From an optimization exercise on the open Yosys and OpenROAD flow, aimed at small area; shortcuts taken in it are not production practice. The RTL was checked by simulation tests, not by an equivalence proof against the original design. Power figures rest on the tool's default switching activity, not on a simulated workload.

==> exp/raven: inputs <==
==> flow/design.v (excerpt) <==
module ws5_fdc (
    input  wire        clk,
    input  wire        rst,
    input  wire        in_valid,
    input  wire [7:0]  in_byte,
    output wire        in_ready,
    input  wire        bus_req,
    input  wire        bus_we,
    input  wire [8:0]  bus_addr,
    input  wire [1:0]  bus_size,
    input  wire [31:0] bus_wdata,
    output wire [31:0] bus_rdata,
    output wire        bus_err,
    output wire        irq
);
    reg [7*32-1:0] sh_q;        
    reg            hdr7_q;      
    reg [5:0]      cnt_q;       
    reg            pend_q;
    reg            ev_ovf_q;
    reg            ev_rsy_q;
    reg [2:0]      ie_q;
    wire       acc_ok = (bus_size == 2'd2) && (bus_addr[1:0] == 2'b00);
    wire [6:0] word   = bus_addr[8:2];
    wire       rd_en  = bus_req && !bus_we && acc_ok && !rst;
    wire       wr_en  = bus_req &&  bus_we && acc_ok && !rst;
    assign bus_err  = bus_req && (rst || !acc_ok);
    assign in_ready = !pend_q && !rst;
    assign irq      = (pend_q && ie_q[0]) || (ev_ovf_q && ie_q[1]) || (ev_rsy_q && ie_q[2]);
    wire [6:0] d0 = sh_q[7*8 +: 7];
    wire [6:0] d1 = sh_q[7*7 +: 7];
    wire [6:0] d2 = sh_q[7*6 +: 7];
    wire [6:0] d3 = sh_q[7*5 +: 7];
    wire [6:0] d4 = sh_q[7*4 +: 7];
    wire [6:0] d5 = sh_q[7*3 +: 7];
    wire [6:0] d6 = sh_q[7*2 +: 7];
    wire [6:0] d7 = sh_q[7*1 +: 7];
    wire [6:0] d8 = sh_q[7*0 +: 7];
    wire [2:0]  cls_row, cls_kind;
    wire        cls_prox;
    ws5_fdc_cls u_cls (.h(d0), .row(cls_row), .kind(cls_kind), .prox(cls_prox));
    wire [9:0]  thr_low;
    wire        thr_sign;
    ws5_fdc_thr u_thr (.m({d5[2:0], d6[6:0]}), .neg(d8[3]), .q(thr_low), .sign(thr_sign));
    wire [11:0] rot_a12;
    ws5_fdc_rot u_rot (.raw({d6[3:0], d7[6:0]}), .q(rot_a12));
    wire s0, s1p, s1n, s1f, s3, s4, s5, s8, f8, f9, f10, f11, f12, f13, f14, f15, f16,
         f17, f18, f19, f20, f21, hi, fen;
    ws5_fdc_dec u_dec (
        .rd_en(rd_en), .word(word), .pend(pend_q), .hdr7(hdr7_q),
        .s0(s0), .s1p(s1p), .s1n(s1n), .s1f(s1f), .s3(s3), .s4(s4), .s5(s5), .s8(s8),
        .f8(f8), .f9(f9), .f10(f10), .f11(f11), .f12(f12), .f13(f13), .f14(f14), .f15(f15),
  ...
clock: 10.0 ns
lec_check: 0
cap_margin: 20
core_margin: 2
core_utilization: 60
place_density: 0.75
slew_margin: 20
synth_hierarchical: 1
synth_minimum_keep_size: 0
standard.sh (not shown) runs the stock make flow with config.mk's settings and CLKGATE_MAP_FILE= SYNTH_SCRIPT=/design/flow/synth_recipe.tcl, a recipe that flattens the netlist after the stock synthesis.
==> flow/flow/run.sh <==
#!/bin/bash
# The standard layout (standard.sh), with these changes:
#  - after the standard synthesis, every combinational cell gets the smallest
#    drive strength of its family (flow/downsize.py); placement's repair_design
#    then resizes or buffers where a net needs more drive;
#  - ports are buffered with sky130_fd_sc_hd__buf_1 (every port still gets its
#    own buffer);
#  - the clock tree is built from clkbuf_8 cells in clusters of up to 16 sinks,
#    without dummy loads.
# Each step's output goes to its own log here; ORFS keeps each tool's log under
# orfs/logs/.
set -euo pipefail
R=orfs/results/sky130hd/ws5_fdc/base
LIB="$FLOW_HOME/platforms/sky130hd/lib/sky130_fd_sc_hd__tt_025C_1v80.lib"
bash standard.sh synth > make_synth.log 2>&1
python3 flow/downsize.py "$LIB" "$R/1_2_yosys.v" > downsize.log 2>&1
rm -f "$R/1_synth.odb" "$R/1_synth.sdc"
bash standard.sh \
  "BUFFER_PORTS_ARGS=-buffer_cell sky130_fd_sc_hd__buf_1" \
  "CTS_ARGS=-sink_clustering_enable -repair_clock_nets -dont_use_dummy_load -buf_list sky130_fd_sc_hd__clkbuf_8 -sink_clustering_size 16 -sink_clustering_max_diameter 80" \
  finish > make_finish.log 2>&1
Other scripts of this flow, unchanged in this note and not shown: flow/flow/downsize.py
==> inputs of exp/sierra, as changes to exp/raven <==
--- a/flow/flow/run.sh
+++ b/flow/flow/run.sh
@@ -5,7 +5,7 @@
 #    then resizes or buffers where a net needs more drive;
 #  - ports are buffered with sky130_fd_sc_hd__buf_1 (every port still gets its
 #    own buffer);
-#  - the clock tree is built from clkbuf_8 cells in clusters of up to 16 sinks,
+#  - the clock tree is built from clkbuf_4 cells in clusters of up to 8 sinks,
 #    without dummy loads.
 # Each step's output goes to its own log here; ORFS keeps each tool's log under
 # orfs/logs/.
@@ -17,5 +17,5 @@
 rm -f "$R/1_synth.odb" "$R/1_synth.sdc"
 bash standard.sh \
   "BUFFER_PORTS_ARGS=-buffer_cell sky130_fd_sc_hd__buf_1" \
-  "CTS_ARGS=-sink_clustering_enable -repair_clock_nets -dont_use_dummy_load -buf_list sky130_fd_sc_hd__clkbuf_8 -sink_clustering_size 16 -sink_clustering_max_diameter 80" \
+  "CTS_ARGS=-sink_clustering_enable -repair_clock_nets -dont_use_dummy_load -buf_list sky130_fd_sc_hd__clkbuf_4 -sink_clustering_size 8 -sink_clustering_max_diameter 50" \
   finish > make_finish.log 2>&1
==> notes <==
exp/raven went through all stages and came out clean. exp/sierra went through all stages and came out clean.
In sequential cell count, exp/raven and exp/sierra do not differ.
Of exp/raven and exp/sierra, exp/sierra has the higher worst setup slack (gap 0.019 ns).
Against exp/raven, the total power of exp/sierra is higher by 1.0%.
In sequential power, exp/sierra and exp/raven hardly differ.
Against exp/raven, the maximum frequency of exp/sierra is higher by 0.22%.
In exp/raven the sequential share of layout area is higher than in exp/sierra, by 0.10 points.
Critical path depth is the same in exp/raven and exp/sierra.
First-iteration DRC count is about the same in exp/sierra and exp/raven.
In non-clock buffer count, exp/raven and exp/sierra do not differ.
In area after synthesis, exp/sierra and exp/raven do not differ.
==> figures <==
                                                                    exp/sierra    exp/raven
DR iter-0 viols                                                           1707         1705
CTS root buffer                                                       clkbuf_4     clkbuf_8
Peak supply drop                                                    0.000105 V   0.000165 V
Power Internal                                                       0.00132 W    0.00132 W
Net switching power figure                                          0.000409 W   0.000391 W
Switching share of power                                                 23.6%        22.8%
Power attributed to combinational cells                            0.0000897 W  0.0000900 W
Max-Slew Margin vs Limit                                                 22.7%        23.6%
Clk slew on worst S/H paths                                            0.08 ns      0.10 ns
Area of all placed cells without fillers                             11500 um2    11500 um2
Final period util                                                        89.3%        89.5%
Hold_ws                                                               0.414 ns     0.448 ns
Worst skew pair latency                                                0.65 ns      0.54 ns
Post-detailed-route via-to-cell ratio                                     7.56         7.60
Clk_buf instances                                                           37           19
Post-Layout Cell Count                                                    1086         1067
Outcome                                       no timing/DRC/antenna violations  no timing/DRC/antenna violations
Maximum clock frequency                                                112 MHz      112 MHz
Cell Pwr Density                                                    151 nW/um2   150 nW/um2
Number of antenna violations at the first check in global routing            1            0
Global-route wire length before repair                                45800 um     45400 um
Met3 wire len                                                          3970 um      3930 um

## afterwards: timing with drivers on the ports
Ports are ideal in the flow. The routed layouts listed here were re-timed in OpenROAD.
Step 1, drivers: a clkbuf_16 drives clk and a buf_2 each remaining input, both assumed.
Step 2 adds t to the input delays and takes it off the output delays; t is the mean of the earliest and latest rising clock arrival at the registers after step 1. Input paths then give back, and output paths get back, about the clock's delay inside the block.
Three values: ideal, step 1, step 2; two values: the first two.
run	t (ns)	setup slack, ns	worst slew at a driven data input, ns
exp/raven	0.561	1.055 / 1.030 / 1.030	0.04
exp/sierra	0.646	1.074 / 1.050 / 1.050	0.04
After both steps every run listed still meets setup and hold. For exp/raven, which loses most, drivers alone change the setup slack by -0.025 ns; drivers and shift together by -0.025 ns.
